From an optimization exercise on the open Yosys and OpenROAD flow, aimed at small area, a short achievable clock period and few clock cycles; shortcuts taken in it are not production practice. Function was checked by simulation only, so behaviour that the tests miss may differ from the original. Power is estimated from default activity; no workload was simulated.

==> design.v <==
module stcp_compress (
    input  wire       clk,
    input  wire       rst,           
    input  wire       cmd_valid,
    output wire       cmd_ready,
    input  wire [1:0] cmd_op,        
    input  wire [1:0] cmd_plane,
    input  wire [1:0] cmd_mode,      
    input  wire [5:0] cmd_len,
    input  wire       in_valid,
    output reg        in_ready,
    input  wire [7:0] in_data,
    output wire       out_valid,
    input  wire       out_ready,
    output wire [7:0] out_data,
    output wire       res_valid,
    output wire [2:0] res_kind,
    output wire [5:0] res_len,
    output wire [7:0] res_dsize,
    output wire [7:0] res_psize,
    output wire       res_degraded,
    output wire       res_err,
    output wire       act_method
);
    localparam K_NONE = 3'd0, K_REPEAT = 3'd1, K_ALLZERO = 3'd2, K_DELTA = 3'd3,
               K_PACK = 3'd4, K_NOGAIN = 3'd5;
    localparam FD = 7;               
    integer k, jj;
    reg  [4:0]   ph;
    reg  [255:0] ring0, ring1, ring2;
    reg  [5:0]   zcnt;               
    wire         zact = (zcnt != 6'd0);
    reg          act;                
    reg       cq_v, cq_row;
    reg [1:0] cq_op, cq_plane, cq_mode;
    reg [5:0] cq_len;
    assign cmd_ready = ~cq_v;
    reg       a_v, a_started;
    reg [1:0] a_plane, a_mode;
    reg [5:0] a_len, a_acc;
    reg [7:0] q0d, q1d;
    reg       q0v, q0f, q0l, q1v, q1f, q1l;
    reg        p_v, p_row, p_done;
    reg  [1:0] p_plane, p_mode;
    reg  [5:0] p_len;
    reg        all_eq, all_zero;
    reg  [7:0] dlen;
    reg  [5:0] doff;
    reg  [3:0] drun;
    reg  [7:0] plen, pval;
    reg  [5:0] pseg;
    reg        plit;
    reg  [7:0] pf;                   
    reg  [5:0] ptr;                  
    reg  [31:0] dm, em;
    reg  [2:0] t_kind;
    reg        t_err, t_deg, t_clr, t_clract;
    reg        o_act, o_sel, o_rep, o_ehdr;
    reg  [1:0] o_plane;
    reg  [4:0] o_tgt;                
    reg  [5:0] o_left;               
    reg  [5:0] o_ptl;                
    wire [32:0] o_ptd;               
    reg  [5:0] o_off;                
    reg  [5:0] o_rem;                
    reg  [31:0] o_mask;
    assign o_ptd = 33'd1 << o_ptl;
    reg  [7:0] f [0:FD-1];
    reg  [3:0] fc;
    reg        f_ne, f_sp2;
    reg        r0v, r1v, r_done;
    reg [27:0] r0, r1;               
    reg [5:0]  rleft;                
    assign out_data  = f[0];
    assign out_valid = f_ne & ~r_done;
    assign res_valid = r_done;
    assign {res_kind, res_len, res_dsize, res_psize, res_degraded, res_err, act_method} = r0;
    wire pop_b   = out_valid & out_ready;
    wire r_fire  = r_done;
    wire       o_fin_now;
    wire       o_free   = ~o_act | ((o_tgt == 5'd0) & f_sp2);
    wire       dec_row  = p_v & p_row & p_done & (ph == 5'd0) & o_free & ~r1v;
    wire       dec_tok  = p_v & ~p_row & ~o_act & ~r1v;
    wire       p_start_ok = ~p_v | dec_row;
    wire       proc     = q0v & (q0f ? ((ph == 5'd0) & p_start_ok) : 1'b1);
    wire       proc_first = proc & q0f;
    wire [1:0] pl   = q0f ? a_plane : p_plane;
    wire [7:0] head0 = ring0[7:0], head1 = ring1[7:0], head2 = ring2[7:0];
    wire [7:0] headp = (pl == 2'd0) ? head0 : (pl == 2'd1) ? head1 : head2;
    wire [7:0] rbyte = zact ? 8'd0 : headp;
    wire       diff  = (q0d != rbyte);
    wire       nz    = (q0d != 8'd0);
    wire       eqp   = ~q0f & (q0d == pval);
    wire [3:0] b_drun = q0f ? 4'd0 : drun;
    wire [5:0] b_doff = q0f ? 6'd0 : doff;
    wire [7:0] b_dlen = q0f ? 8'd0 : dlen;
    reg  [7:0] n_dlen;
    reg  [3:0] n_drun;
    reg  [5:0] n_doff;
    always @(*) begin
        if (diff) begin
            n_doff = 6'd0;
            if (b_drun == 4'd0 || b_drun == 4'd8) begin
                n_dlen = b_dlen + ((b_doff >= 6'd31) ? 8'd3 : 8'd2);
                n_drun = 4'd1;
            end else begin
                n_dlen = b_dlen + 8'd1;
                n_drun = b_drun + 4'd1;
            end
        end else begin
            n_dlen = b_dlen;
            n_drun = 4'd0;
            n_doff = b_doff + 6'd1;
        end
    end
    reg  [7:0] n_plen, n_pval, n_pf;
    reg  [5:0] n_pseg;
    reg        n_plit;
    wire       ps1 = (pseg == 6'd1), ps2 = (pseg == 6'd2);
    wire [2:0] cold = ps1 ? {2'b00, ~plit} + 3'd1 : ps2 ? {2'b00, ~plit} + 3'd2 : 3'd2;
    wire [2:0] cnew = nz ? ((ps1 | ps2) ? 3'd1 : 3'd2) : 3'd0;
    always @(*) begin
        n_plen = plen; n_pval = pval; n_pseg = pseg; n_plit = plit; n_pf = pf;
        if (q0f) begin
            n_plen = 8'd0; n_pval = q0d; n_pseg = 6'd1; n_plit = 1'b0;
            n_pf = nz ? 8'd2 : 8'd0;
        end else if (eqp) begin
            n_pseg = pseg + 6'd1;
            if (nz) begin
                if (ps1) n_pf = pf + 8'd1;
                else if (ps2 & ~plit) n_pf = pf - 8'd1;
            end
        end else begin
            n_plen = plen + {5'd0, cold};
            n_plit = ps1 | ps2;
            n_pf   = plen + {5'd0, cold} + {5'd0, cnew};
            n_pval = q0d;
            n_pseg = 6'd1;
        end
    end
    wire       has_d  = p_mode[0];                       
    wire       has_p  = p_mode[1];                       
    wire [7:0] plen_f = pf;
    wire [5:0] ptrim  = ptr;
    wire [7:0] lenx   = {2'b00, p_len};
    wire       dg     = has_d & (dlen < lenx);
    wire       pg     = has_p & (plen_f < lenx);
    reg  [2:0] d_kind;
    always @(*) begin
        if (all_eq)        d_kind = K_REPEAT;
        else if (all_zero) d_kind = K_ALLZERO;
        else if (dg & pg)  d_kind = (dlen < plen_f) ? K_DELTA :
                                    (plen_f < dlen) ? K_PACK  : (act ? K_PACK : K_DELTA);
        else if (dg)       d_kind = K_DELTA;
        else if (pg)       d_kind = K_PACK;
        else               d_kind = K_NOGAIN;
    end
    wire       cand   = ~all_eq & ~all_zero;
    wire       d_isd  = (d_kind == K_DELTA);
    wire       d_isp  = (d_kind == K_PACK);
    wire [5:0] d_len  = d_isd ? dlen[5:0] : d_isp ? plen_f[5:0] : 6'd0;
    wire [7:0] d_dsz  = (cand & has_d) ? dlen : 8'hFF;
    wire [7:0] d_psz  = (cand & has_p) ? plen_f : 8'hFF;
    wire       d_act  = d_isd ? 1'b0 : d_isp ? 1'b1 : act;
    wire [27:0] d_res = {d_kind, d_len, d_dsz, d_psz, 1'b0, 1'b0, d_act};
    wire [27:0] t_res = {t_kind, 6'd0, 8'hFF, 8'hFF, t_deg, t_err, act & ~t_clract};
    wire [7:0] tail0 = ring0[255:248], tail1 = ring1[255:248], tail2 = ring2[255:248];
    wire [7:0] sbyte = (o_plane == 2'd0) ? tail0 : (o_plane == 2'd1) ? tail1 : tail2;
    wire       o_now  = o_act & (ph == o_tgt);
    wire       o_step = o_now & f_sp2;
    wire       mk0    = o_mask[31];
    reg  [2:0] dn1;
    always @(*) begin
        dn1 = 3'd7;
        for (k = 6; k >= 0; k = k - 1)
            if (!o_mask[k]) dn1 = k[2:0];            
    end
    reg  [5:0] rcnt;
    reg  [7:0] rhdr;
    always @(*) begin
        rcnt = 6'd31; rhdr = 8'd0 - 8'd31;
        for (k = 30; k >= 0; k = k - 1)
            if (!o_mask[k]) begin rcnt = k[5:0]; rhdr = 8'd0 - k; end
    end
    reg  [5:0] lm1;                  
    always @(*) begin
        lm1 = 6'd31;
        for (k = 31; k >= 1; k = k - 1)
            if (o_ptd[k] || (k <= 29 && !o_mask[k-1] && o_mask[k] && o_mask[(k+1) % 32]))
                lm1 = k - 1;
    end
    reg  [1:0] npush;
    reg  [7:0] pa, pb;
    reg  [5:0] n_orem, n_ooff;
    reg        n_orep, n_oehdr;
    always @(*) begin
        npush = 2'd0; pa = sbyte; pb = sbyte;
        n_orem = o_rem; n_ooff = o_off; n_orep = o_rep; n_oehdr = o_ehdr;
        if (!o_sel) begin
            if (o_rem != 6'd0) begin
                npush = 2'd1; pa = sbyte; n_orem = o_rem - 6'd1; n_ooff = 6'd0;
            end else if (!mk0) begin
                n_ooff = o_off + 6'd1;
                if (o_mask[0] && o_off == 6'd30) begin
                    npush = 2'd1; pa = 8'h1F; n_oehdr = 1'b1;
                end
            end else begin
                npush = 2'd2;
                pa = o_ehdr ? 8'h00 : {dn1, o_off[4:0]};
                pb = sbyte;
                n_orem = {3'd0, dn1};
                n_ooff = 6'd0;
                n_oehdr = 1'b0;
            end
        end else begin
            if (o_rem != 6'd0) begin
                npush = o_rep ? 2'd0 : 2'd1; pa = sbyte; n_orem = o_rem - 6'd1;
            end else if (o_mask[0] & o_mask[1]) begin
                npush = 2'd2; pa = rhdr; pb = sbyte;
                n_orem = rcnt; n_orep = 1'b1;
            end else begin
                npush = 2'd2; pa = {2'b00, lm1}; pb = sbyte;
                n_orem = lm1; n_orep = 1'b0;
            end
        end
    end
    wire [1:0] npush_e = o_step ? npush : 2'd0;
    assign o_fin_now = o_step & (o_left == {4'd0, npush});
    wire a_take = in_valid & in_ready;
    wire [5:0] a_acc1 = a_acc + 6'd1;
    wire [5:0] a_acc_n = a_take ? a_acc1 : a_acc;
    wire a_end1 = (a_acc1 == a_len), a_end0 = (a_acc == a_len);
    wire a_rel = a_v & (a_take ? a_end1 : a_end0) & (a_started | (proc_first));
    wire [1:0] cp = cq_plane;
    wire conflict = (p_v & p_row & p_plane == cp) | (o_act & o_plane == cp)
                  | (q0v & q0f & a_plane == cp);
    wire a_disp = cq_v & cq_row & (~a_v | a_rel) & ~conflict;
    wire t_disp = cq_v & ~cq_row & ~a_v & ~q0v & ~q1v & ~p_v;
    wire zc = p_v & p_row & ({1'b0, ph} >= p_len);
    always @(posedge clk) begin
        ring0 <= {((proc && pl == 2'd0) ? q0d : (zact ? 8'd0 : head0)), ring0[255:8]};
        ring1 <= {((proc && pl == 2'd1) ? q0d : (zact ? 8'd0 : head1)), ring1[255:8]};
        ring2 <= {((proc && pl == 2'd2) ? q0d : (zact ? 8'd0 : head2)), ring2[255:8]};
        dm <= {(proc ? diff : (zc ? 1'b0 : dm[0])), dm[31:1]};
        em <= {(proc ? eqp  : (zc ? 1'b0 : em[0])), em[31:1]};
    end
    wire [3:0] wpa = fc, wpb = fc + 4'd1;
    integer j;
    always @(posedge clk) begin
        for (j = 0; j < FD; j = j + 1) begin
            if (pop_b) begin
                if (j + 1 < FD) begin
                    if (npush_e != 2'd0 && wpa == j + 1)       f[j] <= pa;
                    else if (npush_e == 2'd2 && wpb == j + 1)  f[j] <= pb;
                    else                                       f[j] <= f[(j + 1) % FD];
                end
            end else begin
                if (npush_e != 2'd0 && wpa == j)               f[j] <= pa;
                else if (npush_e == 2'd2 && wpb == j)          f[j] <= pb;
            end
        end
    end
    wire [3:0] fc_n = fc + {2'd0, npush_e} - {3'd0, pop_b};
    always @(posedge clk) begin
        if (rst) begin
            ph <= 5'd0;
            zcnt <= 6'd32;
            act <= 1'b0;
            cq_v <= 1'b0;
            a_v <= 1'b0; a_started <= 1'b0; a_acc <= 6'd0;
            in_ready <= 1'b0;
            q0v <= 1'b0; q1v <= 1'b0;
            p_v <= 1'b0; p_done <= 1'b0;
            o_act <= 1'b0;
            fc <= 4'd0; f_ne <= 1'b0; f_sp2 <= 1'b1;
            r0v <= 1'b0; r1v <= 1'b0; r_done <= 1'b0; rleft <= 6'd0;
        end else begin
            ph <= ph + 5'd1;
            if (zcnt != 6'd0) zcnt <= zcnt - 6'd1;
            if (cmd_valid & ~cq_v) begin
                cq_v <= 1'b1;
                cq_op <= cmd_op; cq_plane <= cmd_plane; cq_mode <= cmd_mode; cq_len <= cmd_len;
                cq_row <= (cmd_op == 2'd0) && (cmd_plane != 2'd3) && (cmd_mode != 2'd0)
                          && (cmd_len != 6'd0) && (cmd_len <= 6'd32);
            end else if (a_disp | t_disp) begin
                cq_v <= 1'b0;
            end
            if (a_disp) begin
                a_v <= 1'b1; a_started <= 1'b0; a_acc <= 6'd0;
                a_plane <= cq_plane; a_mode <= cq_mode; a_len <= cq_len;
            end else begin
                if (a_rel) a_v <= 1'b0;
                a_acc <= a_acc_n;
                if (proc_first) a_started <= 1'b1;
            end
            begin : iq
                reg v0, v1, f0, f1, l0, l1;
                reg [7:0] d0, d1;
                v0 = q0v; v1 = q1v; f0 = q0f; f1 = q1f; l0 = q0l; l1 = q1l; d0 = q0d; d1 = q1d;
                if (proc) begin v0 = v1; f0 = f1; l0 = l1; d0 = d1; v1 = 1'b0; end
                if (a_take) begin
                    if (!v0) begin v0 = 1'b1; d0 = in_data; f0 = (a_acc == 6'd0); l0 = a_end1; end
                    else     begin v1 = 1'b1; d1 = in_data; f1 = (a_acc == 6'd0); l1 = a_end1; end
                end
                q0v <= v0; q1v <= v1; q0f <= f0; q1f <= f1; q0l <= l0; q1l <= l1; q0d <= d0; q1d <= d1;
            end
            begin : ir
                reg c0, c1, sp0, sp1;
                c0  = (a_acc < a_len) && (ph + 5'd2 == a_acc[4:0]);
                c1  = (a_acc1 < a_len) && (ph + 5'd2 == a_acc1[4:0]);
                sp0 = ~(q0v & q1v) | proc;               
                sp1 = ~(q0v | q1v) | (~(q0v & q1v) & proc);
                if (a_disp)
                    in_ready <= (ph == 5'd30) && (a_take ? sp1 : sp0);
                else
                    in_ready <= a_v && (a_take ? (c1 && sp1) : (c0 && sp0));
            end
            if (proc) begin
                if (q0f) begin
                    p_v <= 1'b1; p_row <= 1'b1;
                    p_plane <= a_plane; p_mode <= a_mode; p_len <= a_len;
                    all_eq <= ~diff; all_zero <= ~nz;
                end else begin
                    if (diff) all_eq <= 1'b0;
                    if (nz) all_zero <= 1'b0;
                end
                dlen <= n_dlen; drun <= n_drun; doff <= n_doff;
                plen <= n_plen; pval <= n_pval; pseg <= n_pseg; plit <= n_plit; pf <= n_pf;
                if (nz) ptr <= {1'b0, ph} + 6'd1;
                else if (q0f) ptr <= 6'd0;
                p_done <= q0l;
            end else if (dec_row | dec_tok) begin
                p_v <= 1'b0; p_done <= 1'b0;
            end else if (t_disp) begin
                p_v <= 1'b1; p_row <= 1'b0;
                t_err <= 1'b0; t_deg <= 1'b0; t_clr <= 1'b0; t_clract <= 1'b0;
                t_kind <= K_NONE;
                case (cq_op)
                    2'd0: begin
                        if (cq_plane == 2'd3)      t_err <= 1'b1;
                        else if (cq_mode == 2'd0)  t_kind <= K_NOGAIN;
                        else if (cq_len > 6'd32) begin t_kind <= K_NOGAIN; t_deg <= 1'b1; end
                        else                       t_kind <= K_REPEAT;
                    end
                    2'd1: t_clr <= 1'b1;
                    2'd2: begin t_clr <= 1'b1; t_clract <= 1'b1; end
                    default: ;
                endcase
            end
            if (dec_row) begin
                if (d_isd) act <= 1'b0;
                if (d_isp) act <= 1'b1;
            end
            if (dec_tok) begin
                if (t_clr) zcnt <= 6'd32;
                if (t_clract) act <= 1'b0;
            end
            if (dec_row & (d_isd | d_isp)) begin
                o_act <= 1'b1; o_sel <= d_isp; o_plane <= p_plane;
                o_tgt <= 5'd1; o_left <= d_len; o_ptl <= ptrim;
                o_off <= 6'd0; o_rem <= 6'd0; o_rep <= 1'b0; o_ehdr <= 1'b0;
            end else if (o_step) begin
                if (o_fin_now) o_act <= 1'b0;
                o_tgt <= o_tgt + 5'd1;
                o_left <= o_left - {4'd0, npush};
                o_ptl <= o_ptl - 6'd1;
                o_rem <= n_orem; o_off <= n_ooff; o_rep <= n_orep; o_ehdr <= n_oehdr;
            end
            fc <= fc_n;
            f_ne <= (fc_n != 4'd0);
            f_sp2 <= (fc_n <= FD - 2);
            begin : rq
                reg v0, v1;
                reg [27:0] e0, e1;
                reg [5:0] s;
                v0 = r0v; v1 = r1v; e0 = r0; e1 = r1;
                if (r_fire) begin
                    v0 = v1; e0 = e1; v1 = 1'b0;
                    s = r1[24:19];
                    r_done <= r1v & (r1[24:19] == 6'd0);
                end else begin
                    s = rleft - {5'd0, pop_b};
                    r_done <= r0v & (pop_b ? (rleft == 6'd1) : (rleft == 6'd0));
                end
                if (dec_row | dec_tok) begin
                    if (!v0) begin v0 = 1'b1; e0 = dec_row ? d_res : t_res; s = dec_row ? d_len : 6'd0; end
                    else     begin v1 = 1'b1; e1 = dec_row ? d_res : t_res; end
                end
                r0v <= v0; r1v <= v1; r0 <= e0; r1 <= e1; rleft <= s;
            end
        end
    end
    always @(posedge clk) begin
        if (dec_row)
            o_mask <= d_isp ? {em[0], em[31:1]} : {dm[0], dm[31:1]};
        else begin
            o_mask <= {o_mask[0], (o_step ? 1'b0 : o_mask[31]), o_mask[30:1]};
        end
    end
endmodule
==> run.sh <==
#!/bin/bash
# synth_recipe.tcl (not shown) runs the flow's synth.tcl, then flattens the netlist and writes it again
# the make line also repeats each setting of config.mk as NAME=value (left out here)
make -C /OpenROAD-flow-scripts/flow DESIGN_CONFIG=/design/flow/config.mk WORK_HOME=/design/flow/orfs CLKGATE_MAP_FILE= SYNTH_SCRIPT=/design/flow/synth_recipe.tcl finish
==> config.mk <==
export PLATFORM = sky130hd
export DESIGN_NAME = stcp_compress
export DESIGN_NICKNAME = stcp_compress
export VERILOG_FILES = /design/flow/design.v
export SDC_FILE = /design/flow/constraint.sdc
export NUM_CORES = 4
export LEC_CHECK = 0
export CAP_MARGIN = 20
export CORE_MARGIN = 2
export CORE_UTILIZATION = 65
export CTS_BUF_LIST = sky130_fd_sc_hd__clkbuf_8
export SETUP_SLACK_MARGIN = 5
export SLEW_MARGIN = 20
==> constraint.sdc <==
create_clock -name core_clock -period 8.5 [get_ports {clk}]
set_input_delay 1.7000 -clock core_clock [delete_from_list [all_inputs] [get_ports {clk}]]
set_output_delay 1.7000 -clock core_clock [all_outputs]
set_load 0.01 [all_outputs]
==> run notes, run 1 <==
placed cell areas = 38200 µm²
wire length per cell = 19.5 µm
Syn Area/Cell = 12.2 µm²
first-pass GRT wire length = 125 mm
final std cells w/o fill = 4081
Bufs on Longest Clock Path = 3
Worst-Skew Late Latency = 0.85 ns
Die X = 242 µm
PD cells = 266 nW/µm²
Slew Limit Fails = 0
WHS Path Cells = 0
cell row count = 87
area fraction of the dominant cell type after synthesis = 51.4%
clock skew = 0.0591 ns
Async SR Flop Fraction = 0%
Reg2Reg Setup Slack = 5.07 ns
Area contributors post-synth = dfxtp_1 (51%), edfxtp_1 (18%), mux2i_1 (3.6%)
Post-Synth XOR/XNOR Area = 2.47%
WL final = 79.4 mm
GRT overflow = 0
relative slew slack = 25.6%
CTS tree = done
Crit Reg-Reg Endpoint = f[1][7]
Yosys reg bits = 1168
Worst VDD drop = 0.000192 V
syn nets = 3130
f_max = 291 MHz
synthesized area = 36900 µm²
Final Cell Area = 42400 µm²
Initial Util = 65.5%
Synth Area in Simple Gates = 10.0%
run status = no timing/DRC/antenna violations
RSZ-0062 raised after global routing = yes
Final Hold Fails = 0
fin crit share = 40.4%
post-synthesis sequential area ratio = 69.4%
vias in the first global route = 22900
MaxCap Viol Count = 0
die height = 242 µm
Final nets = 3306
root buffer cell = clkbuf_8
RD Place Congestion = 0.876
DPL Wire Length = 49.8 mm
Inst Count DP = 3727
Critical Path End Type = primary output
CP Launch Type = register
CP max stage delay = 0.55 ns
delay-heaviest family, CP = buffers and inverters
Layout Utilization = 75.3%
endpoints failing setup = 0
vias = 22800
Cells after Synth = 3016
Initial DRC Count = 1633
Yosys cell types = 96
Core Footprint = 56300 µm²
Crit Path Class = reg -> out
critical path peak fanout = 2
die area = 58700 µm²
hold path startpoint = ring2[70]
post-synthesis mux area share = 4.05%
FF-to-FF path depth = 7
clk sink count = 1168
P&R area growth vs syn = 15.0%
combinational family with the most area after synthesis = simple AND/OR/NAND/NOR gates
CP Buf/Inv Count = 1
Final Critical Period = 3.44 ns
Clk pin slew, worst setup/hold paths = 0.06 ns
initial antenna violation count = 3
post-route ant nets = 0
yosys warns = 2
total negative slack = 0 ns
drt pass-1 iters = 6
Adder-Cell Fraction of Synth Area = 3.17%
Post-synth EDFFs = 222
Total Power = 11.3 mW
most used flip-flop cell after synthesis = dfxtp_1
Worst EP required = 6.80 ns
CTS Buf Count = 165
Slowest-stage cell, CP = clkdlybuf4s50_1
H-tree levels = 4
IO Port Bufs = 64
largest net degree at the start of global routing = 72
Vias/cell = 5.59
crit path cell chain = clkdlybuf4s50_1
Compound-Gate Fraction of Synth Area = 8.42%
R2R Path Start = o_plane[0]
CP arrival = 1.74 ns
Hold Path Sink = ring2[62]
Total GRT Usage = 27.2%
area leader, netlist = dfxtp_1
# DRC = 0
worst hold path type = reg -> reg
IO Count = 65
Slew @ Worst Pin = 1.11 ns
P_leak = 16.5 nW
share of layout cells above drive strength 1 = 12.8%
-- timing repair --
action | in CTS | in global routing
setup endpoints to repair | 82 | 120
setup buffers | 5 | 45
gates resized for setup | 41 | 39
pin swaps | 1 | 13
hold buffers | 0 | 0
cloned | 2 | 2
-- synth_stat cells (22+ instances only) --
cell type / count
a31oi_1: 39
nor2b_1: 31
clkbuf_1: 92
buf_2: 27
nand3_1: 49
ha_1: 83
nor2_1: 209
a21o_1: 22
edfxtp_1: 222
nand2_1: 315
nor3_1: 31
inv_1: 96
xor2_1: 50
xnor2_1: 54
dfxtp_1: 946
mux2i_1: 132
o211ai_1: 23
a21oi_1: 93
o21ai_0: 163
o21ai_1: 23
-- final cells by class --
type	count	area, µm²
timing repair inverter	1	8.76
clock inverter	95	691
inverter	100	402
clock buffer	204	2810
tap	756	946
multi-input combinational	1621	10700
sequential	1168	25600
fill	3494	13900
antenna	1	2.50
timing repair buffer	135	1220
-- cell families after synthesis --
logic type,Yosys count
flip-flops,1168
adder cells (fa/ha/maj),90
AO/OA/AOI/OAI,496
multiplexers,147
AND/OR/NAND/NOR,783
XOR/XNOR,104
buffers and inverters,228
-- registers in the layout, indices dropped and copies added (netlist names), 28 cells and up --
signal and flops:
dm 32, em 32, f 56, o_mask 32
r0 28, r1 28, ring0 256, ring1 256
ring2 256
-- routing by layer --
metal | global-route usage, % | vias to the layer above | routed length, µm
li1 | - | 10800 | -
met1 | 36.8 | 11000 | 35100
met2 | 43.1 | 835 | 36800
met3 | 5.51 | 171 | 4910
met4 | 11.4 | 2 | 2540
met5 | 0 | - | 13
-- through the flow --
stage / setup WS, ns / hold WS (ns)
2_1_floorplan: 4.96 / 0.310
3_3_place_gp: 3.98 / 0.309
3_5_place_dp: 3.93 / 0.312
4_1_cts: 4.84 / 0.288
5_1_grt: 4.98 / 0.291
6_report: 5.06 / 0.290
-- report_power, final --
part | internal, mW | leakage (nW) | total [mW] | switching [mW]
Combinational | 0.364 | 4.81 | 0.812 | 0.449
Clock | 2.37 | 2.02 | 4.49 | 2.13
Sequential | 5.84 | 9.68 | 5.96 | 0.115
-- cell usage in the layout (no fill, tap or decap), types with 38 or more instances in the layout --
master,synthesis,final
o21ai_0,163,161
inv_1,96,155
buf_4,1,63
ha_1,83,74
clkbuf_8,0,204
clkdlybuf4s50_1,0,43
mux2i_1,132,132
xnor2_1,54,54
nand3_1,49,49
nand2_1,315,313
edfxtp_1,222,222
a21oi_1,93,91
a31oi_1,39,38
dfxtp_1,946,944
nor2_1,209,204
xor2_1,50,50
-- worst max path at each step --
stage,start,to,slack [ns],depth (start not counted)
finish,r0[11],res_dsize[0],5.06,1
global route,ph[0],ring1[251],4.98,9
CTS,r_done,out_valid,4.84,3
detailed placement,out_ready,f_ne,3.93,11
global placement,out_ready,f_ne,3.98,11
floorplan,rst,r1[0],4.96,2
Testbench counts, summed over its fixed seeds: cycles 123,060.
==> run 2: changes to the inputs <==
--- a/config.mk
+++ b/config.mk
@@ -9,5 +9,4 @@
 export CORE_MARGIN = 2
 export CORE_UTILIZATION = 65
-export CTS_BUF_LIST = sky130_fd_sc_hd__clkbuf_8
 export SETUP_SLACK_MARGIN = 5
 export SLEW_MARGIN = 20
==> run 2 against run 1 <==
  * Still clean on timing, DRC and antenna
  * Synthesized area unchanged
  * Core utilization down 0.28 points
  * Register-to-register slack about the same
  * Final area down 0.37%
  * Global-route usage up 0.74 points
  * Combinational power up 2.6%
  * Die area unchanged
  * Critical path type is now in -> reg
  * Critical endpoint is now f_ne
  * Largest cell class unchanged
==> run notes, run 2 <==
run status = no timing/DRC/antenna violations
most frequent cell after synthesis = dfxtp_1
Final nets = 3228 (-2.4%)
Critical Path End Type = register
Async SR Flop Fraction = 0% (unchanged)
Vias/cell = 5.69 (+2.0%)
hold_buf cts = 0 (unchanged)
area fraction of the dominant cell type after synthesis = 51.4% (unchanged)
vias in the first global route = 23000 (+0.33%)
vias = 22500 (-1.1%)
worst hold path type = reg -> reg
CP arrival = 3.99 ns (+2.25 ns)
syn nets = 3130 (unchanged)
f_max = 290 MHz (-0.42%)
post-synthesis sequential area ratio = 69.4% (unchanged)
Total Power = 11.5 mW (+2.3%)
R2R Path Start = o_off[0]
Die X = 242 µm (unchanged)
drt pass-1 iters = 6 (unchanged)
relative slew slack = 25.5% (-0.18 points)
MaxCap Viol Count = 0 (unchanged)
endpoints failing setup = 0 (unchanged)
Yosys cell types = 96 (unchanged)
WL final = 81.8 mm (+3.0%)
pre-CTS setup slack = 3.93 ns (unchanged)
Worst EP required = 9.03 ns (+2.23 ns)
DR top layer = met4
most used flip-flop cell after synthesis = dfxtp_1
GRT overflow = 0 (unchanged)
P&R area growth vs syn = 14.6%
Slew @ Worst Pin = 1.11 ns (+0.00272 ns)
H-tree levels = 3 (-1)
die area = 58700 µm² (unchanged)
Reg2Reg Setup Slack = 5.07 ns (about the same)
WHS = 0.279 ns (-0.0110 ns)
Area contributors post-synth = dfxtp_1 (51%), edfxtp_1 (18%), mux2i_1 (3.6%)
Total GRT Usage = 27.9% (+0.74 points)
Post-synth EDFFs = 222 (unchanged)
cell row count = 87 (unchanged)
Inst Count DP = 3727 (unchanged)
root buffer cell = clkbuf_16
Crit Reg-Reg Endpoint = f_ne
Slew Limit Fails = 0 (unchanged)
final std cells w/o fill = 3958 (-3.0%)
WHS Path Cells = 0 (unchanged)
wire length per cell = 20.7 µm (+6.2%)
synthesized area = 36900 µm² (unchanged)
clk sink count = 1168 (unchanged)
Final WS setup = 5.05 ns (-0.0145 ns)
Worst VDD drop = 0.000204 V (+6.6%)
PD cells = 273 nW/µm² (+2.7%)
synth cell count leaders = dfxtp_1 (946), nand2_1 (315), edfxtp_1 (222), nor2_1 (209), o21ai_0 (163)
Initial DRC Count = 2080 (+27%)
top flop regs = ring0 (256), ring1 (256), ring2 (256)
Final Cell Area = 42200 µm² (-0.37%)
commonest non-fill, non-tap cell in the layout = dfxtp_1
# DRC = 0 (unchanged)
yosys warns = 2 (unchanged)
FILL cells = 3537 (+1.2%)
commonest non-fill, non-tap cells in the layout = dfxtp_1 (945), nand2_1 (313), edfxtp_1 (222)
P_leak = 16.1 nW (-2.8%)
wire length on met2 = 38.8 mm (+5.3%)
IO Count = 65 (unchanged)
CP Launch Type = input port
CTS tree = done
fin crit share = 40.6% (+0.17 points)
Layout Utilization = 75.1% (-0.28 points)
largest net degree at the start of global routing = 72 (unchanged)
Hold Path Sink = ring2[174]
IO Port Bufs = 64 (unchanged)
placed cell areas = 38200 µm² (unchanged)
CTS Buf Count = 103 (-38%)
Final Critical Period = 3.45 ns (+0.0145 ns)
Worst-Skew Late Latency = 0.68 ns (-0.17 ns)
first-pass GRT wire length = 129 mm (+3.0%)
FF-to-FF path depth = 14 (+7)
Met3 Wirelength = 5.30 mm (+8.0%)
initial antenna violation count = 2 (-1)
Bufs on Longest Clock Path = 3 (unchanged)
critical path peak fanout = 23 (+21)
area leader, netlist = dfxtp_1
Syn Area/Cell = 12.2 µm² (unchanged)
WL met1 = 34.7 mm (-1.1%)
Cells after Synth = 3016 (unchanged)
Core Footprint = 56300 µm² (unchanged)
total negative slack = 0 ns (unchanged)
RSZ-0062 raised after global routing = no
Initial Util = 65.5% (unchanged)
die height = 242 µm (unchanged)
Final Hold Fails = 0 (unchanged)
post-route ant nets = 0 (unchanged)
Clk pin slew, worst setup/hold paths = 0.06 ns (about the same)
share of layout cells above drive strength 1 = 10.4% (-2.3 points)
Crit Path Class = in -> reg
DPL Wire Length = 49.8 mm (unchanged)
RD Place Congestion = 0.876 (unchanged)
Yosys reg bits = 1168 (unchanged)
clock skew = 0.0648 ns (+0.00574 ns)
hold path startpoint = ring2[182]
run 2: cell types whose count changed in the layout (fill, tap and decap cells not counted), moves of 7 or more:
cell / before / now
dlygate4sd2_1: 15 / 2
clkbuf_8: 204 / 14
clkinv_2: 11 / 18
inv_1: 155 / 92
buf_4: 63 / 47
clkbuf_1: 0 / 28
clkbuf_16: 0 / 106
clkdlybuf4s50_1: 43 / 60
run 2: critical path, stage by stage:
cell and delay [ns]:
clkdlybuf4s15_2 0.30, nand2_8 0.18, inv_16 0.18, ha_4 0.22
inv_2 0.06, ha_4 0.13, inv_2 0.04, fa_2 0.33
xor2_1 0.18, nor2_1 0.09, or4_1 0.57
run 2: routing by layer:
metal / vias to the layer above / track usage, %
met1: 10900 / 37.7
li1: 10600 / -
met2: 895 / 45.8
met3: 199 / 4.32
met4: 0 / 10.8
met5: - / 0
run 2: worst max-delay path by stage:
stage	endpoint	depth (start not counted)	slack (ns)	start
final	f_ne	11	5.05	out_ready
after global routing	f_ne	14	4.98	o_off[0]
after CTS	out_valid	3	4.93	r_done
after detailed placement	f_ne	11	3.93	out_ready
after global placement	f_ne	11	3.98	out_ready
after floorplan	r1[0]	2	4.96	rst
run 2: cells by family (layout without fill, tap and decap cells):
group / count (synthesis) / in the layout / synth area share, %
buf+inv: 228 / 412 / 2.46
fa+ha+maj: 90 / 90 / 3.17
simple gates: 783 / 784 / 10.0
flops: 1168 / 1168 / 69.4
mux: 147 / 147 / 4.05
compound gates: 496 / 496 / 8.42
other cells: 0 / 1 / 0
xor+xnor: 104 / 104 / 2.47
run 2: layout make-up:
class | count | area [µm²] | share of cell area [%]
diodes | 1 | 2.50 | 0.00592
clock buffers | 148 | 2950 | 6.98
clock inverters | 44 | 549 | 1.30
inverters | 100 | 402 | 0.951
multi-input cells | 1621 | 10700 | 25.3
flip-flops and latches | 1168 | 25600 | 60.6
well taps | 756 | 946 | 2.24
repair buffers | 119 | 1100 | 2.60
repair inverters | 1 | 8.76 | 0.0207
run 2: repair_timing:
item / in CTS / in global routing
cloned: 2 / 1
endpoints found under the setup margin: 68 / 103
pin swaps: 3 / 9
buffers inserted: 4 / 31
resized for setup: 31 / 26
run 2: power by group:
part	leakage [nW]	switching (mW)	internal, mW
Sequential	9.68	0.119	5.84
Clock	1.71	2.11	2.62
Combinational	4.67	0.464	0.368
Total	16.1	2.70	8.82
==> run 3: changes to the inputs <==
--- a/design.v
+++ b/design.v
@@ -68,10 +68,10 @@
     reg  [7:0] f [0:FD-1];
     reg  [3:0] fc;
-    reg        f_ne, f_sp2;
+    reg        f_ne, f_sp2, ov;
     reg        r0v, r1v, r_done;
     reg [27:0] r0, r1;               
     reg [5:0]  rleft;                
     assign out_data  = f[0];
-    assign out_valid = f_ne & ~r_done;
+    assign out_valid = ov;             
     assign res_valid = r_done;
     assign {res_kind, res_len, res_dsize, res_psize, res_degraded, res_err, act_method} = r0;
@@ -261,5 +261,9 @@
         end
     end
-    wire [3:0] fc_n = fc + {2'd0, npush_e} - {3'd0, pop_b};
+    wire [3:0] fc_np = fc + {2'd0, npush_e};
+    wire [3:0] fc_p  = fc_np - 4'd1;
+    wire [3:0] fc_n  = pop_b ? fc_p : fc_np;
+    wire       fne_n = pop_b ? (fc_p != 4'd0) : (fc_np != 4'd0);
+    wire       fsp_n = pop_b ? (fc_p <= FD - 2) : (fc_np <= FD - 2);
     always @(posedge clk) begin
         if (rst) begin
@@ -273,5 +277,5 @@
             p_v <= 1'b0; p_done <= 1'b0;
             o_act <= 1'b0;
-            fc <= 4'd0; f_ne <= 1'b0; f_sp2 <= 1'b1;
+            fc <= 4'd0; f_ne <= 1'b0; f_sp2 <= 1'b1; ov <= 1'b0;
             r0v <= 1'b0; r1v <= 1'b0; r_done <= 1'b0; rleft <= 6'd0;
         end else begin
@@ -368,19 +372,22 @@
             end
             fc <= fc_n;
-            f_ne <= (fc_n != 4'd0);
-            f_sp2 <= (fc_n <= FD - 2);
+            f_ne <= fne_n;
+            f_sp2 <= fsp_n;
             begin : rq
                 reg v0, v1;
                 reg [27:0] e0, e1;
                 reg [5:0] s;
+                reg rd;
                 v0 = r0v; v1 = r1v; e0 = r0; e1 = r1;
                 if (r_fire) begin
                     v0 = v1; e0 = e1; v1 = 1'b0;
                     s = r1[24:19];
-                    r_done <= r1v & (r1[24:19] == 6'd0);
+                    rd = r1v & (r1[24:19] == 6'd0);
                 end else begin
                     s = rleft - {5'd0, pop_b};
-                    r_done <= r0v & (pop_b ? (rleft == 6'd1) : (rleft == 6'd0));
+                    rd = r0v & (pop_b ? (rleft == 6'd1) : (rleft == 6'd0));
                 end
+                r_done <= rd;
+                ov <= fne_n & ~rd;
                 if (dec_row | dec_tok) begin
                     if (!v0) begin v0 = 1'b1; e0 = dec_row ? d_res : t_res; s = dec_row ? d_len : 6'd0; end
==> run 3 against run 2 <==
  * Cell count rose by 0.25%
  * Still clean on timing, DRC and antenna
  * Register-to-register slack got worse by 0.03 ns
  * Synthesized area rose by 0.58%
  * Critical path type is now reg -> reg
  * Fmax fell by 0.31%
  * Critical path depth fell by 1
  * Critical endpoint is now f[0][0]
==> run notes, run 3 <==
run status = no timing/DRC/antenna violations
GRT overflow = 0 (unchanged)
Post-synth EDFFs = 222 (unchanged)
CP Launch Type = register
f_max = 289 MHz (-0.31%)
CTS tree = done
WL final = 83.9 mm (+2.6%)
Int Pwr = 8.77 mW (-0.60%)
area leader, netlist = dfxtp_1
Final nets = 3242 (+0.43%)
H-tree levels = 3 (unchanged)
Psw = 2.58 mW (-4.5%)
CP arrival = 3.87 ns (-0.12 ns)
Final WS setup = 5.04 ns (-0.0106 ns)
Cells after Synth = 3012 (-0.13%)
relative slew slack = 18.0% (-7.4 points)
crit path cell chain = ha_2 -> nor2b_1 -> o21a_1 -> o221a_2 -> o2111a_1 -> nor4_1 -> o31ai_1 -> a211o_2 -> nand2_1 -> a22o_1
P&R area growth vs syn = 15.0%
yosys warns = 2 (unchanged)
Clk pwr share = 41.5% (+0.5 points)
largest net degree at the start of global routing = 82 (+14%)
Clk pin slew, worst setup/hold paths = 0.07 ns (about the same)
Final Critical Period = 3.46 ns (+0.0106 ns)
commonest non-fill, non-tap cells in the layout = dfxtp_1 (941), nand2_1 (289), edfxtp_1 (222)
clock skew = 0.0248 ns (-0.0400 ns)
Slew @ Worst Pin = 1.22 ns (+0.111 ns)
delay-heaviest family, CP = compound AO/OA/AOI/OAI gates
Slowest-stage cell, CP = o31ai_1
combinational share of power = 6.4% (-0.8 points)
IO Port Bufs = 64 (unchanged)
Initial Util = 65.8% (+0.25 points)
DPL Wire Length = 50.1 mm (+0.48%)
pre-CTS setup slack = 4.12 ns (+0.187 ns)
register share of total power = 52.2% (+0.5 points)
Final Hold Fails = 0 (unchanged)
Slew Limit Fails = 0 (unchanged)
Crit Path Class = reg -> reg
Sw Ratio = 22.7% (-0.70 points)
MaxCap Viol Count = 0 (unchanged)
Async SR Flop Fraction = 0% (unchanged)
most frequent cell after synthesis = dfxtp_1
fin crit share = 40.7% (+0.13 points)
Total GRT Usage = 27.7% (-0.20 points)
worst hold path type = reg -> reg
post-route ant nets = 0 (unchanged)
endpoints failing setup = 0 (unchanged)
most used flip-flop cell after synthesis = dfxtp_1
RD Place Congestion = 0.905 (+3.3%)
Worst EP required = 8.91 ns (-0.12 ns)
Crit Reg-Reg Endpoint = f[0][0]
CP max stage delay = 0.67 ns (+0.10 ns)
cell row count = 87 (unchanged)
# DRC = 0 (unchanged)
CTS Buf Count = 102 (-0.97%)
CP Buf/Inv Count = 0 (-4)
total negative slack = 0 ns (unchanged)
Vias/cell = 5.72 (+0.50%)
Worst VDD drop = 0.000291 V (+43%)
Core Footprint = 56400 µm² (+0.19%)
Yosys cell types = 100 (+4.2%)
die area = 59000 µm² (+0.57%)
drt pass-1 iters = 6 (unchanged)
root buffer cell = clkbuf_16
top flop regs = ring0 (256), ring1 (256), ring2 (256)
Bufs on Longest Clock Path = 3 (unchanged)
R2R Path Start = o_ptl[0]
Initial DRC Count = 1939 (-6.8%)
Area contributors post-synth = dfxtp_1 (51%), edfxtp_1 (18%), mux2i_1 (3.4%)
share of layout cells above drive strength 1 = 11.7% (+1.3 points)
Reg2Reg Setup Slack = 5.04 ns (-0.03 ns)
wire length per cell = 21.1 µm (+2.3%)
Worst-Skew Late Latency = 0.66 ns (-0.02 ns)
commonest non-fill, non-tap cell in the layout = dfxtp_1
initial antenna violation count = 1 (-1)
antenna cell count = 0 (-1)
RSZ-0062 raised after global routing = yes
syn nets = 3125 (-0.16%)
die height = 243 µm (+0.28%)
synth cell count leaders = dfxtp_1 (946), nand2_1 (290), edfxtp_1 (222), nor2_1 (208), o21ai_0 (139)
PD cells = 266 nW/µm² (-2.4%)
hold path startpoint = ring1[185]
Syn Area/Cell = 12.3 µm² (+0.71%)
Critical Path End Type = register
area fraction of the dominant cell type after synthesis = 51.1% (-0.29 points)
clk sink count = 1168 (unchanged)
hold_buf cts = 0 (unchanged)
FF-to-FF path depth = 10 (-4)
synthesized area = 37100 µm² (+0.58%)
P_leak = 16.0 nW (-0.13%)
critical path peak fanout = 13 (-43%)
first-pass GRT wire length = 128 mm (-0.62%)
Yosys reg bits = 1168 (unchanged)
IO Count = 65 (unchanged)
post-synthesis sequential area ratio = 69.0% (-0.40 points)
vias = 22700 (+0.75%)
vias in the first global route = 22600 (-1.8%)
Hold Path Sink = ring1[177]
WHS Path Cells = 0 (unchanged)
Die X = 243 µm (+0.28%)
run 3: area by class of cell:
| class | count | area [µm²] |
|---|---|---|
| Sequential cell | 1168 | 25600 |
| Fill cell | 3476 | 13700 |
| Multi-Input combinational cell | 1629 | 10900 |
| Clock buffer | 140 | 2910 |
| Timing Repair Buffer | 140 | 1360 |
| Tap cell | 756 | 946 |
| Clock inverter | 47 | 549 |
| Inverter | 88 | 334 |
run 3: what timing repair did:
item	CTS	global route
resized for setup	30	37
cloned	3	4
pin swaps	4	9
buffers inserted	11	37
endpoints found under the setup margin	149	122
run 3: cells by family after synthesis:
group | Yosys count | synth area share (%)
xor gates and xnor gates | 106 | 2.50
AOI/OAI and AO/OA | 500 | 8.42
DFF | 1168 | 69.0
adders and majority gates | 88 | 3.09
buffers and inverters | 217 | 2.39
and+or+nand+nor | 772 | 10.1
muxes | 161 | 4.50
run 3: worst max-delay path by stage:
| stage | slack, ns | start | cells after the start | to |
|---|---|---|---|---|
| 2_1_floorplan | 5.02 | out_ready | 11 | rleft[4] |
| 3_3_place_gp | 4.17 | out_ready | 12 | rleft[4] |
| 5_1_grt | 4.96 | pseg[5] | 13 | pf[7] |
| 4_1_cts | 5.00 | pf[1] | 11 | o_rem[3] |
| 3_5_place_dp | 4.12 | out_ready | 12 | rleft[4] |
| 6_report | 5.04 | o_ptl[0] | 10 | f[0][0] |
run 3: per-stage QoR:
stage	instances	hold WS, ns	instance area (µm²)	total power, mW	utilization (%)
finish	3968	0.317	42600	11.3	75.6
global route	3968	0.311	42600	11.7	75.6
CTS	3927	0.312	42100	11.4	74.7
detailed placement	3726	0.312	38300	6.69	68.0
global placement	3726	0.310	38300	6.65	68.0
floorplan	3012	0.310	37100	6.49	-
run 3: power groups by stage:
stage          Clock (mW)  Sequential [mW]  Combinational (mW)
2_1_floorplan           0             6.00               0.489
3_3_place_gp            0             6.02               0.633
3_5_place_dp            0             6.03               0.660
4_1_cts              4.76             5.92               0.696
5_1_grt              4.96             5.93               0.784
6_report             4.71             5.92               0.721
run 3: per-layer routing:
layer | GRT usage, % | vias up | wire length, µm
met5 | 0 | - | 12
met1 | 37.6 | 11000 | 35600
met3 | 4.43 | 175 | 5470
met4 | 7.60 | 2 | 2120
met2 | 46.6 | 825 | 40700
li1 | - | 10700 | -
Testbench counts of run 3, summed over its fixed seeds: cycles 123,060.
==> run 4: changes to the inputs <==
--- a/design.v
+++ b/design.v
@@ -45,11 +45,12 @@
     reg  [5:0] p_len;
     reg        all_eq, all_zero;
-    reg  [7:0] dlen;
+    reg  [5:0] dlen;                 
     reg  [5:0] doff;
     reg  [3:0] drun;
-    reg  [7:0] plen, pval;
-    reg  [5:0] pseg;
+    reg  [5:0] plen;
+    reg  [7:0] pval;
+    reg  [1:0] pseg;                 
     reg        plit;
-    reg  [7:0] pf;                   
+    reg  [5:0] pf;                   
     reg  [5:0] ptr;                  
     reg  [31:0] dm, em;
@@ -59,9 +60,9 @@
     reg  [1:0] o_plane;
     reg  [4:0] o_tgt;                
-    reg  [5:0] o_left;               
-    reg  [5:0] o_ptl;                
+    reg  [4:0] o_left;               
+    reg  [4:0] o_ptl;                
     wire [32:0] o_ptd;               
-    reg  [5:0] o_off;                
-    reg  [5:0] o_rem;                
+    reg  [4:0] o_off;                
+    reg  [4:0] o_rem;                
     reg  [31:0] o_mask;
     assign o_ptd = 33'd1 << o_ptl;
@@ -94,6 +95,6 @@
     wire [3:0] b_drun = q0f ? 4'd0 : drun;
     wire [5:0] b_doff = q0f ? 6'd0 : doff;
-    wire [7:0] b_dlen = q0f ? 8'd0 : dlen;
-    reg  [7:0] n_dlen;
+    wire [5:0] b_dlen = q0f ? 6'd0 : dlen;
+    reg  [5:0] n_dlen;
     reg  [3:0] n_drun;
     reg  [5:0] n_doff;
@@ -102,8 +103,8 @@
             n_doff = 6'd0;
             if (b_drun == 4'd0 || b_drun == 4'd8) begin
-                n_dlen = b_dlen + ((b_doff >= 6'd31) ? 8'd3 : 8'd2);
+                n_dlen = b_dlen + ((b_doff >= 6'd31) ? 6'd3 : 6'd2);
                 n_drun = 4'd1;
             end else begin
-                n_dlen = b_dlen + 8'd1;
+                n_dlen = b_dlen + 6'd1;
                 n_drun = b_drun + 4'd1;
             end
@@ -114,8 +115,9 @@
         end
     end
-    reg  [7:0] n_plen, n_pval, n_pf;
-    reg  [5:0] n_pseg;
+    reg  [5:0] n_plen, n_pf;
+    reg  [7:0] n_pval;
+    reg  [1:0] n_pseg;
     reg        n_plit;
-    wire       ps1 = (pseg == 6'd1), ps2 = (pseg == 6'd2);
+    wire       ps1 = (pseg == 2'd1), ps2 = (pseg == 2'd2);
     wire [2:0] cold = ps1 ? {2'b00, ~plit} + 3'd1 : ps2 ? {2'b00, ~plit} + 3'd2 : 3'd2;
     wire [2:0] cnew = nz ? ((ps1 | ps2) ? 3'd1 : 3'd2) : 3'd0;
@@ -123,25 +125,25 @@
         n_plen = plen; n_pval = pval; n_pseg = pseg; n_plit = plit; n_pf = pf;
         if (q0f) begin
-            n_plen = 8'd0; n_pval = q0d; n_pseg = 6'd1; n_plit = 1'b0;
-            n_pf = nz ? 8'd2 : 8'd0;
+            n_plen = 6'd0; n_pval = q0d; n_pseg = 2'd1; n_plit = 1'b0;
+            n_pf = nz ? 6'd2 : 6'd0;
         end else if (eqp) begin
-            n_pseg = pseg + 6'd1;
+            n_pseg = (pseg == 2'd3) ? 2'd3 : pseg + 2'd1;
             if (nz) begin
-                if (ps1) n_pf = pf + 8'd1;
-                else if (ps2 & ~plit) n_pf = pf - 8'd1;
+                if (ps1) n_pf = pf + 6'd1;
+                else if (ps2 & ~plit) n_pf = pf - 6'd1;
             end
         end else begin
-            n_plen = plen + {5'd0, cold};
+            n_plen = plen + {3'd0, cold};
             n_plit = ps1 | ps2;
-            n_pf   = plen + {5'd0, cold} + {5'd0, cnew};
+            n_pf   = plen + {3'd0, cold} + {3'd0, cnew};
             n_pval = q0d;
-            n_pseg = 6'd1;
+            n_pseg = 2'd1;
         end
     end
     wire       has_d  = p_mode[0];                       
     wire       has_p  = p_mode[1];                       
-    wire [7:0] plen_f = pf;
+    wire [5:0] plen_f = pf;
     wire [5:0] ptrim  = ptr;
-    wire [7:0] lenx   = {2'b00, p_len};
+    wire [5:0] lenx   = p_len;
     wire       dg     = has_d & (dlen < lenx);
     wire       pg     = has_p & (plen_f < lenx);
@@ -159,7 +161,7 @@
     wire       d_isd  = (d_kind == K_DELTA);
     wire       d_isp  = (d_kind == K_PACK);
-    wire [5:0] d_len  = d_isd ? dlen[5:0] : d_isp ? plen_f[5:0] : 6'd0;
-    wire [7:0] d_dsz  = (cand & has_d) ? dlen : 8'hFF;
-    wire [7:0] d_psz  = (cand & has_p) ? plen_f : 8'hFF;
+    wire [5:0] d_len  = d_isd ? dlen : d_isp ? plen_f : 6'd0;
+    wire [7:0] d_dsz  = (cand & has_d) ? {2'b00, dlen} : 8'hFF;
+    wire [7:0] d_psz  = (cand & has_p) ? {2'b00, plen_f} : 8'hFF;
     wire       d_act  = d_isd ? 1'b0 : d_isp ? 1'b1 : act;
     wire [27:0] d_res = {d_kind, d_len, d_dsz, d_psz, 1'b0, 1'b0, d_act};
@@ -192,5 +194,5 @@
     reg  [1:0] npush;
     reg  [7:0] pa, pb;
-    reg  [5:0] n_orem, n_ooff;
+    reg  [4:0] n_orem, n_ooff;
     reg        n_orep, n_oehdr;
     always @(*) begin
@@ -198,33 +200,33 @@
         n_orem = o_rem; n_ooff = o_off; n_orep = o_rep; n_oehdr = o_ehdr;
         if (!o_sel) begin
-            if (o_rem != 6'd0) begin
-                npush = 2'd1; pa = sbyte; n_orem = o_rem - 6'd1; n_ooff = 6'd0;
+            if (o_rem != 5'd0) begin
+                npush = 2'd1; pa = sbyte; n_orem = o_rem - 5'd1; n_ooff = 5'd0;
             end else if (!mk0) begin
-                n_ooff = o_off + 6'd1;
-                if (o_mask[0] && o_off == 6'd30) begin
+                n_ooff = o_off + 5'd1;
+                if (o_mask[0] && o_off == 5'd30) begin
                     npush = 2'd1; pa = 8'h1F; n_oehdr = 1'b1;
                 end
             end else begin
                 npush = 2'd2;
-                pa = o_ehdr ? 8'h00 : {dn1, o_off[4:0]};
+                pa = o_ehdr ? 8'h00 : {dn1, o_off};
                 pb = sbyte;
-                n_orem = {3'd0, dn1};
-                n_ooff = 6'd0;
+                n_orem = {2'd0, dn1};
+                n_ooff = 5'd0;
                 n_oehdr = 1'b0;
             end
         end else begin
-            if (o_rem != 6'd0) begin
-                npush = o_rep ? 2'd0 : 2'd1; pa = sbyte; n_orem = o_rem - 6'd1;
+            if (o_rem != 5'd0) begin
+                npush = o_rep ? 2'd0 : 2'd1; pa = sbyte; n_orem = o_rem - 5'd1;
             end else if (o_mask[0] & o_mask[1]) begin
                 npush = 2'd2; pa = rhdr; pb = sbyte;
-                n_orem = rcnt; n_orep = 1'b1;
+                n_orem = rcnt[4:0]; n_orep = 1'b1;
             end else begin
                 npush = 2'd2; pa = {2'b00, lm1}; pb = sbyte;
-                n_orem = lm1; n_orep = 1'b0;
+                n_orem = lm1[4:0]; n_orep = 1'b0;
             end
         end
     end
     wire [1:0] npush_e = o_step ? npush : 2'd0;
-    assign o_fin_now = o_step & (o_left == {4'd0, npush});
+    assign o_fin_now = o_step & (o_left == {3'd0, npush});
     wire a_take = in_valid & in_ready;
     wire [5:0] a_acc1 = a_acc + 6'd1;
@@ -362,11 +364,11 @@
             if (dec_row & (d_isd | d_isp)) begin
                 o_act <= 1'b1; o_sel <= d_isp; o_plane <= p_plane;
-                o_tgt <= 5'd1; o_left <= d_len; o_ptl <= ptrim;
-                o_off <= 6'd0; o_rem <= 6'd0; o_rep <= 1'b0; o_ehdr <= 1'b0;
+                o_tgt <= 5'd1; o_left <= d_len[4:0]; o_ptl <= ptrim[4:0];
+                o_off <= 5'd0; o_rem <= 5'd0; o_rep <= 1'b0; o_ehdr <= 1'b0;
             end else if (o_step) begin
                 if (o_fin_now) o_act <= 1'b0;
                 o_tgt <= o_tgt + 5'd1;
-                o_left <= o_left - {4'd0, npush};
-                o_ptl <= o_ptl - 6'd1;
+                o_left <= o_left - {3'd0, npush};
+                o_ptl <= o_ptl - 5'd1;
                 o_rem <= n_orem; o_off <= n_ooff; o_rep <= n_orep; o_ehdr <= n_oehdr;
             end
==> run 4 against run 3 <==
  * Synthesized cell count fell by 4.4%
  * Die area fell by 4.0%
  * Critical path depth rose by 3
  * Fmax rose by 0.96%
  * Sequential share of layout area rose by 1.0 points
  * Via count fell by 2.1%
  * Sequential power fell by 2%
  * Sequential cell count fell by 17
  * Global-route usage rose by 2.4 points
  * Cell count fell by 4.9%
  * Hold slack got worse by 0.023 ns
  * Wire length rose by 1.5%
  * Critical endpoint is now o_tgt[0]
==> run notes, run 4 <==
run status = no timing/DRC/antenna violations
Yosys cell types = 74 (-26%)
synthesized area = 35600 µm² (-4.0%)
critical path peak fanout = 38 (+25)
most used flip-flop cell after synthesis = dfxtp_1
hold_buf cts = 0 (unchanged)
die height = 238 µm (-2.0%)
Final Cell Area = 41100 µm² (-3.7%)
register share of total power = 51.3% (-0.9 points)
worst hold path type = reg -> reg
GRT overflow = 0 (unchanged)
Worst EP required = 8.85 ns (-0.06 ns)
CTS tree = done
largest net degree at the start of global routing = 77 (-6.1%)
post-synthesis sequential area ratio = 70.5% (+1.5 points)
vias = 22200 (-2.1%)
Final nets = 3104 (-4.3%)
RD Place Congestion = 0.947 (+4.7%)
synth cell count leaders = dfxtp_1 (946), nand2_1 (265), edfxtp_1 (205), nor2_1 (196), o21ai_0 (156)
area fraction of the dominant cell type after synthesis = 53.2% (+2.1 points)
post-route ant nets = 0 (unchanged)
FF-to-FF path depth = 13 (+3)
GRT busiest layer = met2
Int Pwr = 8.74 mW (-0.34%)
Slowest-stage cell, CP = or3_4
H-tree levels = 3 (unchanged)
Cells after Synth = 2878 (-4.4%)
# DRC = 0 (unchanged)
Die X = 238 µm (-2.0%)
relative slew slack = 28.3% (+10 points)
area leader, netlist = dfxtp_1
Slew Limit Fails = 0 (unchanged)
P_leak = 15.5 nW (-3.2%)
register area = 25100 µm² (-2.0%)
CP arrival = 3.78 ns (-0.09 ns)
cell row count = 85 (-2.3%)
FILL cells = 3104 (-11%)
Crit Path Class = reg -> reg
Total GRT Usage = 30.1% (+2.4 points)
Psw = 2.61 mW (+1.4%)
grt met1 use = 38.7% (+1.1 points)
CP Launch Type = register
vias in the first global route = 22900 (+1.3%)
clk sink count = 1151 (-1.5%)
f_max = 292 MHz (+0.96%)
commonest non-fill, non-tap cell in the layout = dfxtp_1
Hold Path Sink = ring2[146]
R2R Path Start = o_tgt[1]
P&R area growth vs syn = 15.4%
Clk pwr share = 42.2% (+0.7 points)
WHS Path Cells = 0 (unchanged)
area occupied by multi-input gates = 9960 µm² (-8.9%)
fin crit share = 40.4% (-0.39 points)
drt pass-1 iters = 6 (unchanged)
Initial Util = 65.9% (+0.11 points)
RSZ-0062 raised after global routing = yes
yosys warns = 2 (unchanged)
Area contributors post-synth = dfxtp_1 (53%), edfxtp_1 (17%), mux2i_1 (3.7%)
clock skew = 0.0396 ns (+0.0148 ns)
commonest non-fill, non-tap cells in the layout = dfxtp_1 (945), nand2_1 (263), edfxtp_1 (205)
WHS = 0.294 ns (-0.0229 ns)
MaxCap Viol Count = 0 (unchanged)
initial antenna violation count = 1 (unchanged)
Bufs on Longest Clock Path = 3 (unchanged)
CP max stage delay = 0.48 ns (-0.19 ns)
Syn Area/Cell = 12.4 µm² (+0.44%)
IO Count = 65 (unchanged)
Core Footprint = 54000 µm² (-4.2%)
Post-synth EDFFs = 205 (-7.7%)
Worst-Skew Late Latency = 0.68 ns (+0.02 ns)
Async SR Flop Fraction = 0% (unchanged)
wire length per cell = 22.6 µm (+6.7%)
syn nets = 2987 (-4.4%)
Slew @ Worst Pin = 1.07 ns (-0.154 ns)
Final Critical Period = 3.43 ns (-0.0328 ns)
met2 Use GR = 50.7% (+4.1 points)
combinational share of power = 6.5% (about the same)
Sw Ratio = 23.0% (+0.30 points)
PD cells = 276 nW/µm² (+3.9%)
IO Port Bufs = 64 (unchanged)
Vias/cell = 5.89 (+3.0%)
Yosys reg bits = 1151 (-1.5%)
WL final = 85.2 mm (+1.5%)
Critical Path End Type = register
most frequent cell after synthesis = dfxtp_1
first-pass GRT wire length = 132 mm (+3.0%)
hold path startpoint = ring2[154]
CTS Buf Count = 100 (-2.0%)
Global Route met3 Usage = 4.99% (+0.55 points)
endpoints failing setup = 0 (unchanged)
root buffer cell = clkbuf_16
die area = 56700 µm² (-4.0%)
share of layout cells above drive strength 1 = 11.0% (-0.72 points)
crit path cell chain = inv_1 -> ha_1 -> or4b_1 -> o21ai_1 -> nand3b_1 -> or3_4 -> buf_12 -> nor3_4 -> buf_4 -> o21ai_1 -> buf_6 -> a21oi_4 -> buf_12
Worst setup startpoint = o_tgt[1]
Reg2Reg Setup Slack = 5.07 ns (+0.03 ns)
Worst VDD drop = 0.000309 V (+6.0%)
total negative slack = 0 ns (unchanged)
placed cell areas = 36900 µm² (-3.9%)
Initial DRC Count = 1946 (+0.36%)
Clk pin slew, worst setup/hold paths = 0.06 ns (about the same)
Crit Reg-Reg Endpoint = o_tgt[0]
antenna cell count = 0 (unchanged)
Final Hold Fails = 0 (unchanged)
top flop regs = ring0 (256), ring1 (256), ring2 (256)
DPL Wire Length = 49.4 mm (-1.4%)
==> run 4: cell types whose count changed after synthesis, sizes merged, moves of 13 or more <==
cell / change
a21oi: -27
nor3: +14
edfxtp: -17
nand2: -25
nor2b: +13
o22ai: +24
xor2: -16
nand4: -19
==> run 4: final cells by class <==
cell class	instances	share of cell area [%]
Timing Repair Buffer	128	3.07
Clock inverter	50	1.50
Sequential cell	1151	61.1
Multi-Input combinational cell	1523	24.3
Clock buffer	135	7.11
Tap cell	696	2.12
Inverter	91	0.841
==> run 4: logic make-up (layout without fill, tap and decap cells) <==
family | after synthesis | after routing | share of synthesized area, %
buffers and inverters | 205 | 404 | 2.25
AND/OR/NAND/NOR | 718 | 718 | 9.36
XOR/XNOR | 93 | 93 | 2.29
flip-flops | 1151 | 1151 | 70.5
AO/OA/AOI/OAI | 465 | 466 | 7.87
multiplexers | 160 | 160 | 4.61
adder cells (fa/ha/maj) | 86 | 86 | 3.14
==> run 4: worst max-delay path by stage <==
stage	endpoint	slack, ns	cells after the start
after global routing	r0[4]	4.93	13
final	o_tgt[0]	5.07	13
after CTS	pf[4]	4.94	9
after floorplan	all_eq	5.04	10
after detailed placement	o_rem[3]	4.03	11
after global placement	o_rem[4]	4.16	11
==> run 4: repair_timing <==
item,CTS,global route
gates resized for setup,24,44
setup endpoints to repair,195,185
pin swaps,5,8
buffers inserted,19,20
cloned,3,1
==> run 4: power groups by stage <==
stage	Sequential [mW]	Clock [mW]	Combinational (mW)
3_5_place_dp	5.94	0	0.669
2_1_floorplan	5.90	0	0.502
6_report	5.83	4.79	0.741
5_1_grt	5.83	5.04	0.807
3_3_place_gp	5.93	0	0.637
4_1_cts	5.82	4.84	0.721
==> run 4: worst max-delay path, delay by kind of cell, from the launching register on <==
kind	cells	cell delay [ns]
AOI/OAI and AO/OA	3	0.44
buffers and inverters	5	0.80
and+or+nand+nor	4	1.29
adders and majority gates	1	0.13
DFF	1	0.45
==> run 4: layer usage <==
metal | vias up | share of wire, %
li1 | 10100 | -
met1 | 10700 | 40
met2 | 1075 | 49
met3 | 301 | 6.6
met4 | 2 | 4.5
met5 | - | 0.015
==> run 4: metrics by stage <==
| step | util (%) | std cells | total power, mW | setup WS [ns] |
|---|---|---|---|---|
| after global placement | 68.2 | 3546 | 6.57 | 4.16 |
| after detailed placement | 68.2 | 3546 | 6.60 | 4.03 |
| after floorplan | - | 2878 | 6.41 | 5.04 |
| final | 76.0 | 3774 | 11.4 | 5.07 |
| after global routing | 76.0 | 3774 | 11.7 | 4.93 |
| after CTS | 75.4 | 3753 | 11.4 | 4.94 |
Testbench counts of run 4, summed over its fixed seeds: cycles 123,060.
==> run 5: changes to the inputs <==
--- a/config.mk
+++ b/config.mk
@@ -6,4 +6,5 @@
 export NUM_CORES = 4
 export LEC_CHECK = 0
+export ABC_AREA = 1
 export CAP_MARGIN = 20
 export CORE_MARGIN = 2
==> run 5 against run 4 <==
  * Still clean on timing, DRC and antenna
  * First-iteration DRC count increased by 34%
  * Cell count increased by 7.9%
  * Sequential power about the same
  * Power decreased by 0.82%
  * Largest power group unchanged
  * Highest routed layer is now met4
==> run notes, run 5 <==
endpoints failing setup = 0 (unchanged)
wire length per cell = 20.8 µm (-7.9%)
register area = 25100 µm² (about the same)
synthesized area = 35200 µm² (-1.2%)
most frequent cell after synthesis = dfxtp_1
Crit Path Class = reg -> reg
critical path peak fanout = 4 (-89%)
CP arrival = 3.83 ns (+0.05 ns)
hold_buf cts = 0 (unchanged)
Slowest-stage cell, CP = edfxtp_1
root buffer cell = clkbuf_16
Worst path depth = 39 (+26)
antenna cell count = 0 (unchanged)
vias in the first global route = 22600 (-1.4%)
WL met1 = 35.7 mm (+4.5%)
first-pass GRT wire length = 129 mm (-2.2%)
Cells after Synth = 3113 (+8.2%)
FF-to-FF path depth = 39 (+26)
Critical Path End Type = register
syn nets = 3222 (+7.9%)
Worst VDD drop = 0.000261 V (-16%)
top flop regs = ring0 (256), ring1 (256), ring2 (256)
Final nets = 3400 (+9.5%)
DR top layer = met4
clock skew = 0.0611 ns (+0.0215 ns)
total negative slack = 0 ns (unchanged)
Post-synth EDFFs = 205 (unchanged)
Final Critical Period = 3.47 ns (+0.0415 ns)
WHS Path Cells = 0 (unchanged)
synth cell count leaders = dfxtp_1 (946), nand2_1 (457), inv_1 (284), nor2_1 (254), o21ai_0 (249)
Clk pin slew, worst setup/hold paths = 0.07 ns (about the same)
WL final = 84.6 mm (-0.62%)
# DRC = 0 (unchanged)
worst hold path type = reg -> reg
H-tree levels = 3 (unchanged)
Initial DRC Count = 2614 (+34%)
MaxCap Viol Count = 0 (unchanged)
area leader, netlist = dfxtp_1
Slew @ Worst Pin = 1.09 ns (+0.0259 ns)
Core Footprint = 53700 µm² (-0.59%)
initial antenna violation count = 2 (+1)
die area = 56000 µm² (-1.2%)
PD cells = 274 nW/µm² (-0.71%)
cell row count = 85 (unchanged)
clk sink count = 1151 (unchanged)
wire length on met2 = 40.6 mm (-2.2%)
Final Hold Fails = 0 (unchanged)
Slew Limit Fails = 0 (unchanged)
Syn Area/Cell = 11.3 µm² (-8.6%)
RSZ-0062 raised after global routing = yes
GRT overflow = 0 (unchanged)
share of layout cells above drive strength 1 = 10.9% (-0.084 points)
delay-heaviest family, CP = simple AND/OR/NAND/NOR gates
f_max = 288 MHz (-1.2%)
Worst EP required = 8.86 ns (about the same)
Met3 Wirelength = 5.57 mm (-1.2%)
fin crit share = 40.8% (+0.49 points)
die height = 237 µm (-0.58%)
CP max stage delay = 0.51 ns (+0.03 ns)
Worst-Skew Late Latency = 0.68 ns (about the same)
post-synthesis sequential area ratio = 71.3% (+0.85 points)
Area contributors post-synth = dfxtp_1 (54%), edfxtp_1 (18%), nand2_1 (4.9%)
Async SR Flop Fraction = 0% (unchanged)
area occupied by multi-input gates = 9060 µm² (-9.0%)
Initial Util = 65.5% (-0.39 points)
RD Place Congestion = 0.977 (+3.1%)
area fraction of the dominant cell type after synthesis = 53.8% (+0.64 points)
CTS Buf Count = 100 (unchanged)
Total Power = 11.3 mW (-0.82%)
IO Count = 65 (unchanged)
crit-path most repeated cell = nand2_1
Die X = 237 µm (-0.58%)
P&R area growth vs syn = 16.6%
most used flip-flop cell after synthesis = dfxtp_1
P_leak = 17.0 nW (+9.5%)
vias = 23100 (+3.9%)
CP Buf/Inv Count = 1 (-4)
relative slew slack = 27.1% (-1.2 points)
post-route ant nets = 0 (unchanged)
run status = no timing/DRC/antenna violations
Yosys reg bits = 1151 (unchanged)
Total GRT Usage = 29.9% (-0.25 points)
drt pass-1 iters = 6 (unchanged)
CTS tree = done
commonest non-fill, non-tap cells in the layout = dfxtp_1 (942), nand2_1 (444), inv_1 (275)
Bufs on Longest Clock Path = 3 (unchanged)
commonest non-fill, non-tap cell in the layout = dfxtp_1
Vias/cell = 5.67 (-3.7%)
yosys warns = 2 (unchanged)
largest net degree at the start of global routing = 61 (-21%)
CP Launch Type = register
FILL cells = 3381 (+8.9%)
DPL Wire Length = 50.7 mm (+2.6%)
IO Port Bufs = 64 (unchanged)
Yosys cell types = 65 (-12%)
-- run 5: cell types whose count changed after synthesis, sizes merged, moves of 33 or more --
cell and change:
nand3 +42, mux2i -127, o21ai +86, nor2 +65, nor2b -38, inv +207
xnor2 -33, nand2 +196, o211ai +41
-- run 5: layout make-up --
cell class                 count  share of cell area [%]
clock buffer                 139                    6.90
tap                          696                    2.12
inverter                     301                    2.79
sequential                  1151                    61.2
multi-input combinational   1590                    22.1
clock inverter                49                    1.36
timing repair buffer         147                    3.57
-- run 5: final timing paths --
path	slack [ns]	to	start
min reg2reg	0.29	ring0[139]	ring0[147]
min	0.29	ring0[139]	ring0[147]
max	5.03	f[0][0]	o_ptl[0]
max reg2reg	5.03	f[0][0]	o_ptl[0]
-- run 5: layer usage --
layer	track usage (%)	up-vias
met5	0	-
met3	4.90	217
li1	-	10700
met2	48.9	1039
met1	40.7	11100
met4	10.2	0
-- run 5: cell families (layout without fill, tap and decap cells) --
logic type / after synthesis / after routing / share of synthesized area, %
mux: 8 / 8 / 0.228
xor+xnor: 62 / 62 / 1.54
fa+ha+maj: 85 / 85 / 3.14
flops: 1151 / 1151 / 71.3
buf+inv: 375 / 636 / 4.10
compound gates: 544 / 544 / 9.19
simple gates: 888 / 891 / 10.5
-- run 5: worst reg2reg max path: cells and delay by family, from the launching register on --
family / cells / cell delay [ns]
adders and majority gates: 1 / 0.16
DFF: 1 / 0.51
buffers and inverters: 1 / 0.16
and+or+nand+nor: 37 / 2.34
-- run 5: where the power goes --
part | total (mW) | switching [mW] | internal, mW
Combinational | 0.769 | 0.464 | 0.304
Clock | 4.65 | 2.07 | 2.58
Sequential | 5.84 | 0.0995 | 5.74
-- run 5: repair_timing --
| action | in CTS | in global routing |
|---|---|---|
| gates cloned | 4 | 2 |
| pin swaps | 10 | 27 |
| endpoints found under the hold margin | 0 | 0 |
| gates resized for setup | 56 | 67 |
| buffers inserted | 12 | 51 |
| setup endpoints to repair | 322 | 159 |
-- run 5: stage by stage --
stage	util, %	hold WS (ns)	setup slack [ns]	cell area (µm²)	std cells
6_report	76.4	0.290	5.03	41000	4073
5_1_grt	76.4	0.298	4.78	41000	4073
4_1_cts	75.0	0.293	5.00	40300	4020
3_5_place_dp	68.0	0.312	3.41	36500	3816
3_3_place_gp	68.0	0.310	3.57	36500	3815
2_1_floorplan	-	0.310	4.99	35200	3113

re-timing with driven ports:
The flow's constraints put no driver on any port. The routed layouts listed below were extracted and timed again, unchanged, in two steps.
Step 1 assumes that a clkbuf_16 drives the clock port and a buf_2 every other input.
Step 2 times the ports against the registers' clock, not the clock port: input delays grow and output delays shrink by t, the midpoint of the rising clock arrivals with the driver on.
a / b / c = no drivers / after step 1 / after step 2; a / b = the first two.
run | t, ns | setup WS [ns] | worst data-port slew with drivers (ns)
run 1 | 0.879 | 5.062 / 5.001 / 4.359 | 0.08
run 2 | 0.714 | 5.048 / 4.994 / 4.371 | 0.08
run 3 | 0.716 | 5.037 / 4.982 / 4.419 | 0.04
run 4 | 0.724 | 5.070 / 5.032 / 4.493 | 0.05
run 5 | 0.713 | 5.028 / 4.979 / 4.416 | 0.05
After both steps every run listed still meets setup and hold. The setup slack of run 1, which loses most, moves by -0.061 ns with the drivers and by -0.703 ns with both steps.
